Source: an optimization exercise on an open RTL-to-GDS flow (aim: small area, a short achievable clock period and few clock cycles per item). Production flows keep margins and buffers that such runs may drop. No functional check of the RTL was part of any run shown here. Power is estimated from default activity; no workload was simulated.

## flow/design.v (module list and top-level ports; edited modules follow where they fit)
// module tone_planner: 936 lines
module tone_planner (
    input  wire        clk,
    input  wire        rst,
    input  wire        in_valid,
    output wire        in_ready,
    input  wire        in_is_note,
    input  wire [7:0]  in_note,
    input  wire [15:0] in_freq,
    input  wire [15:0] in_dur,
    input  wire [7:0]  in_vol,
    output wire        out_valid,
    input  wire        out_ready,
    output wire [15:0] out_freq,
    output wire        out_pre,
    output wire [15:0] out_top,
    output wire [15:0] out_duty,
    output wire [15:0] out_timeout,
    output wire        out_fault
);
  // ...
==> flow/run.sh <==
#!/bin/bash
# synth_recipe.tcl (not shown) runs the flow's synth.tcl, then flattens the netlist and writes it again
# the make line also repeats each setting of config.mk as NAME=value (left out here)
make -C /OpenROAD-flow-scripts/flow DESIGN_CONFIG=/design/flow/config.mk WORK_HOME=/design/flow/orfs CLKGATE_MAP_FILE= SYNTH_SCRIPT=/design/flow/synth_recipe.tcl finish
==> flow/config.mk <==
export PLATFORM = sky130hd
export DESIGN_NAME = tone_planner
export DESIGN_NICKNAME = tone_planner
export VERILOG_FILES = /design/flow/design.v
export SDC_FILE = /design/flow/constraint.sdc
export NUM_CORES = 4
export LEC_CHECK = 0
export CAP_MARGIN = 20
export CORE_MARGIN = 2
export CORE_UTILIZATION = 40
export SLEW_MARGIN = 20
==> flow/constraint.sdc <==
create_clock -name core_clock -period 12.0 [get_ports {clk}]
set_input_delay 2.4000 -clock core_clock [delete_from_list [all_inputs] [get_ports {clk}]]
set_output_delay 2.4000 -clock core_clock [all_outputs]
set_load 0.01 [all_outputs]
==> results.txt, run 1 <==
Run status:
- The run stopped with a tool error.
- The failing step is synthesis (1_2_yosys).
- The first error in the log reads "ERROR: TCL interpreter returned an error: Source files actually used in the design:".

Logic synthesis:
- For this run, the number of Yosys warnings is 1.
==> inputs of run 2 (changes only) <==
--- a/flow/config.mk
+++ b/flow/config.mk
@@ -10,2 +10,3 @@
 export CORE_UTILIZATION = 40
 export SLEW_MARGIN = 20
+export SYNTH_MEMORY_MAX_BITS = 16384
==> results.txt, run 2 <==
Final layout:
- The final layout net count is 7090.
- Compared with the post-synthesis result, the final layout area differs by 11.2%.
- The library cell used most frequently in the layout, excluding fill and tap cells, is edfxtp_1.
- The share of layout cells above drive strength 1 is 5.79%.
- Summing all non-filler instances in the final layout gives an area of 71400 um^2.
- The largest registers in the layout are s4_pa (29), s4_pb (29), s2_f3 (17).
- Measured on the finished design, the core utilization comes to 44.6%.
- The top cell types in the final layout, fill and taps aside, are edfxtp_1 (932), inv_1 (753), ha_1 (587), nand2_1 (447), nor2_1 (397).

STA:
- For the pin with the worst max-slew slack, the measured transition is 1.03 ns.
- Counting I/O delays and the setup requirement, the final critical path takes 5.71 ns.
- The count of final hold-check violations is 0.
- The worst pin sits at a relative slew slack of a little under a third.
- The number of max-slew violations in the final report is 0.
- For the final routed database, the setup TNS stands at 0 ns.
- Setup repair after global routing left no endpoint under its margin.
- Dividing the final minimum period by the clock period gives 47.6%.
- The tightest hold margin is between 0.4 and 0.5 ns.
- Setup violations remaining at the end of the flow were counted as 0.
- On the final layout, the worst clock skew is roughly 0.055 ns.
- Static timing analysis puts the maximum clock frequency at between 0.15 and 0.2 GHz.

GRT:
- In the global route stage, overall resource usage came out at 19.0%.
- The wire length of the first global-routing pass is 249000 um.
- The via count of the first global-routing pass is 45800.
- The pin count of the biggest net entering global routing is 189.
- The number of antenna violations at the first check in global routing came to 2.
- The final global-route overflow total is 0.

Place:
- The final weighted congestion in routability-driven placement is 0.887.
- The post-detailed-placement cell area is 67900 um^2.
- In this run the tool buffered the top-level ports with 120 buffer cells.
- The sum of net half-perimeters after detailed placement is roughly 120000 um.

Floorplanning:
- In this run the vertical extent of the chip is 405 um.
- The chip width is approximately 400 um.
- The row count is 147.
- The effective utilization at floorplan is 40.1%.
- The area of the placeable core is 160000 um^2.
- During I/O placement, the number of pins put on the boundary was ~120.
- The floorplan step defined a die boundary enclosing 164000 um^2.

Detailed routing:
- The post-detailed-route via-to-cell ratio is roughly 5.4.
- Detailed routing inserted a total of 45400 vias.
- In the final routed layout, each cell accounts on average for 18.5 um.
- In the routed design, unresolved DRC markers number 0.
- Before antenna repair, the detailed router went through 6 iterations.
- The count of routing violations after the opening detailed-route iteration is 3051.
- The final layout contains routed wiring with a total length of 156000 um.
- Once detail routing completed, the nets flagged for antenna violations numbered 0.

Clock network:
- Clock tree synthesis inserted a total of 103 buffers.
- In this run, post-CTS repair resized a total of 0 instances.
- No sink is reached through more buffers than the 3 on the longest clock path.
- For this design, the CTS-stage hold fixing added 0 buffers.
- The clock reaches the later pin of the worst-skew pair after approximately 0.73 ns.
- TritonCTS built the clock tree.
- Post-CTS timing repair inserted 0 buffers for setup.
- The number of levels in the clock H-tree is 3.
- Counting every sink on the clock net gives between 900 and 1000.
- Clock-pin slew was measured on the worst setup and hold paths at roughly 0.06 ns.
- The root buffer cell chosen for the clock tree is clkbuf_16.

Logic synthesis:
- The number of instances in the synthesized netlist is about 6200.
- The per-instance average area after synthesis is 10.4 um^2.
- The number of warning messages in the yosys log was 1 (unchanged).
- The net count after synthesis is around 7000.
- The synthesized netlist contains 86 unique library cells.
- The largest area contributor in the synthesized netlist is edfxtp_1.
- After synthesis, the largest family of logic cells by area is adder cells.
- The synthesized netlist devotes 3.82% of its cell area to XOR and XNOR gates.
- The post-synthesis sequential element count is 946.
- In the synthesized netlist the dominant register cell turns out to be edfxtp_1.
- By count the netlist is led by edfxtp_1 (932), inv_1 (753), ha_1 (587).
- The area share of fa/ha/maj cells after synthesis is 17.6%.
- Sorting the synthesized cells by area gives the leading types as edfxtp_1 (44%), ha_1 (11%), fa_1 (6.2%).
- The proportion of synthesized flip-flops having asynchronous set or reset is 0%.
- The mux cell area share after synthesis is 2.15%.
- The post-synthesis simple-gate area fraction is ~12%.
- The synthesized netlist devotes ~15% of its cell area to compound gates.
- The number of synthesized flops with an enable pin is 932.
- Of the post-synthesis cell area, the dominant cell type holds 43.6%.
- Of the synthesized area, sequential elements account for 44.0%.
- The mapped netlist covers roughly 64000 um^2.
- Among all cell types in the netlist, the one instantiated most often is edfxtp_1.

Worst hold path:
- The path class of the lowest-slack min-delay path is reg2reg.
- The worst hold path passes through 0 cells.
- The startpoint identified for the worst hold timing path is s1_d[5].
- For hold timing, the worst endpoint is s2_d[5].

Setup path:
- The critical path contains buffers and inverters numbering 4 combined.
- STA classifies the critical path startpoint as a flip-flop.
- Across all register-to-register paths, the minimum setup slack is approximately 6.3 ns.
- The path depth of the worst reg2reg path is 18.
- In this run the critical register-to-register path is launched from s0_x[4].
- In this run the worst path has a maximum fanout of 13.
- The critical path goes through clkinv_1 -> ha_1 -> and4_1 -> nor2_1 -> o21ai_1 -> buf_4 -> inv_1 -> ha_1 -> inv_1 -> ha_1 -> a21oi_1 -> nor2_1 -> a21o_1 -> o21ai_0 -> o21ai_0 -> o21ai_0 -> a21oi_1 -> or2_2.
- Broken down by cell family, the worst path's largest delay share belongs to simple AND/OR/NAND/NOR gates.
- In this run the critical register-to-register path is captured at s1_f3[5].
- The type of destination of the critical path is a flip-flop.
- At the worst endpoint, the arrival time is around 6 ns.
- The delay of the slowest cell on the worst path is 0.77 ns.
- The required arrival time at the worst endpoint is 12.47 ns.
- The type of the worst setup path is reg2reg.
- The slowest library cell on the worst path is nor2_1.

Pwr:
- The power per cell area is 277 nW/um^2.
- Across the VDD grid, the largest voltage drop is 131 uV.
- The completed layout was analyzed and its total power is 19.8 mW.
- For this design the static power due to leakage is 29.6 nW.

Run status:
- Run status: no timing/DRC/antenna violations (was aborted with a tool error).

Flow run:
- The tool flagged a number of max-cap violations equal to 0.
## run 2: worst max-delay path by stage
| stage | start | to | slack (ns) | cells after the start |
|---|---|---|---|---|
| CTS | s0_x[4] | s1_f3[5] | 6.36 | 18 |
| global route | s0_x[4] | s1_f3[5] | 5.87 | 18 |
| global placement | s0_x[4] | s1_f3[5] | 6.57 | 18 |
| finish | s0_x[4] | s1_f3[5] | 6.29 | 18 |
| floorplan | sk_empty | k_c | 2.83 | 3 |
| detailed placement | s0_x[4] | s1_f3[5] | 6.39 | 18 |
## run 2: area by class of cell
| cell class | count | area (um^2) |
|---|---|---|
| well taps | 2086 | 2610 |
| diodes | 1 | 2.50 |
| inverters | 755 | 2830 |
| fillers | 14900 | 88600 |
| flip-flops and latches | 946 | 28300 |
| clock buffers | 114 | 2620 |
| multi-input cells | 4272 | 32500 |
| clock inverters | 81 | 908 |
| repair buffers | 174 | 1660 |
## run 2: cell families after synthesis
kind of cell / Yosys count
and+or+nand+nor: 1550
AOI/OAI and AO/OA: 1527
DFF: 946
buffers and inverters: 940
adders and majority gates: 785
xor gates and xnor gates: 280
muxes: 130
## run 2: power breakdown
group | internal, mW | switching [mW] | leakage [nW] | total (mW)
clock network | 1.89 | 1.37 | 1.70 | 3.27
logic | 4.58 | 5.96 | 17.8 | 10.5
registers | 5.16 | 0.802 | 10.1 | 5.96
total | 11.6 | 8.13 | 29.6 | 19.8
## run 2: metal layers
metal  vias up  part of all wire (%)  global-route usage, %
met1     21900                    44                   24.1
met4         0                   3.7                   6.93
met5         -                     0                      0
li1      22200                     -                      -
met3       287                   4.2                   2.48
met2      1008                    48                   33.1
## run 2: metrics by stage
stage          instances  worst slack, ns
2_1_floorplan       6158             2.83
3_3_place_gp        8233             6.57
3_5_place_dp        8233             6.39
4_1_cts             8428             6.36
5_1_grt             8428             5.87
6_report            8429             6.29

## static timing again, ports no longer ideal
The flow's constraints put no driver on any port. The routed layout listed below was extracted and timed again, unchanged, in two steps.
Step 1, drivers: a clkbuf_16 drives clk and a buf_2 each remaining input, both assumed.
Step 2 adds t to the input delays and takes it off the output delays; t is the mean of the earliest and latest rising clock arrival at the registers after step 1. Input paths then give back, and output paths get back, about the clock's delay inside the block.
Slacks: no drivers / after step 1 / after step 2; pairs: no drivers / after step 1.
run: run 2
t, ns: 0.780
slack for setup (ns): 6.294 / 6.294 / 6.294
worst register clock-pin slew, ns: 0.07 / 0.07
worst data-port slew with drivers (ns): 0.04
pins driven straight from the clock port: 1
After both steps setup and hold are still met in run 2. For run 2, drivers alone change the setup slack by 0.000 ns; drivers and shift together by 0.000 ns.
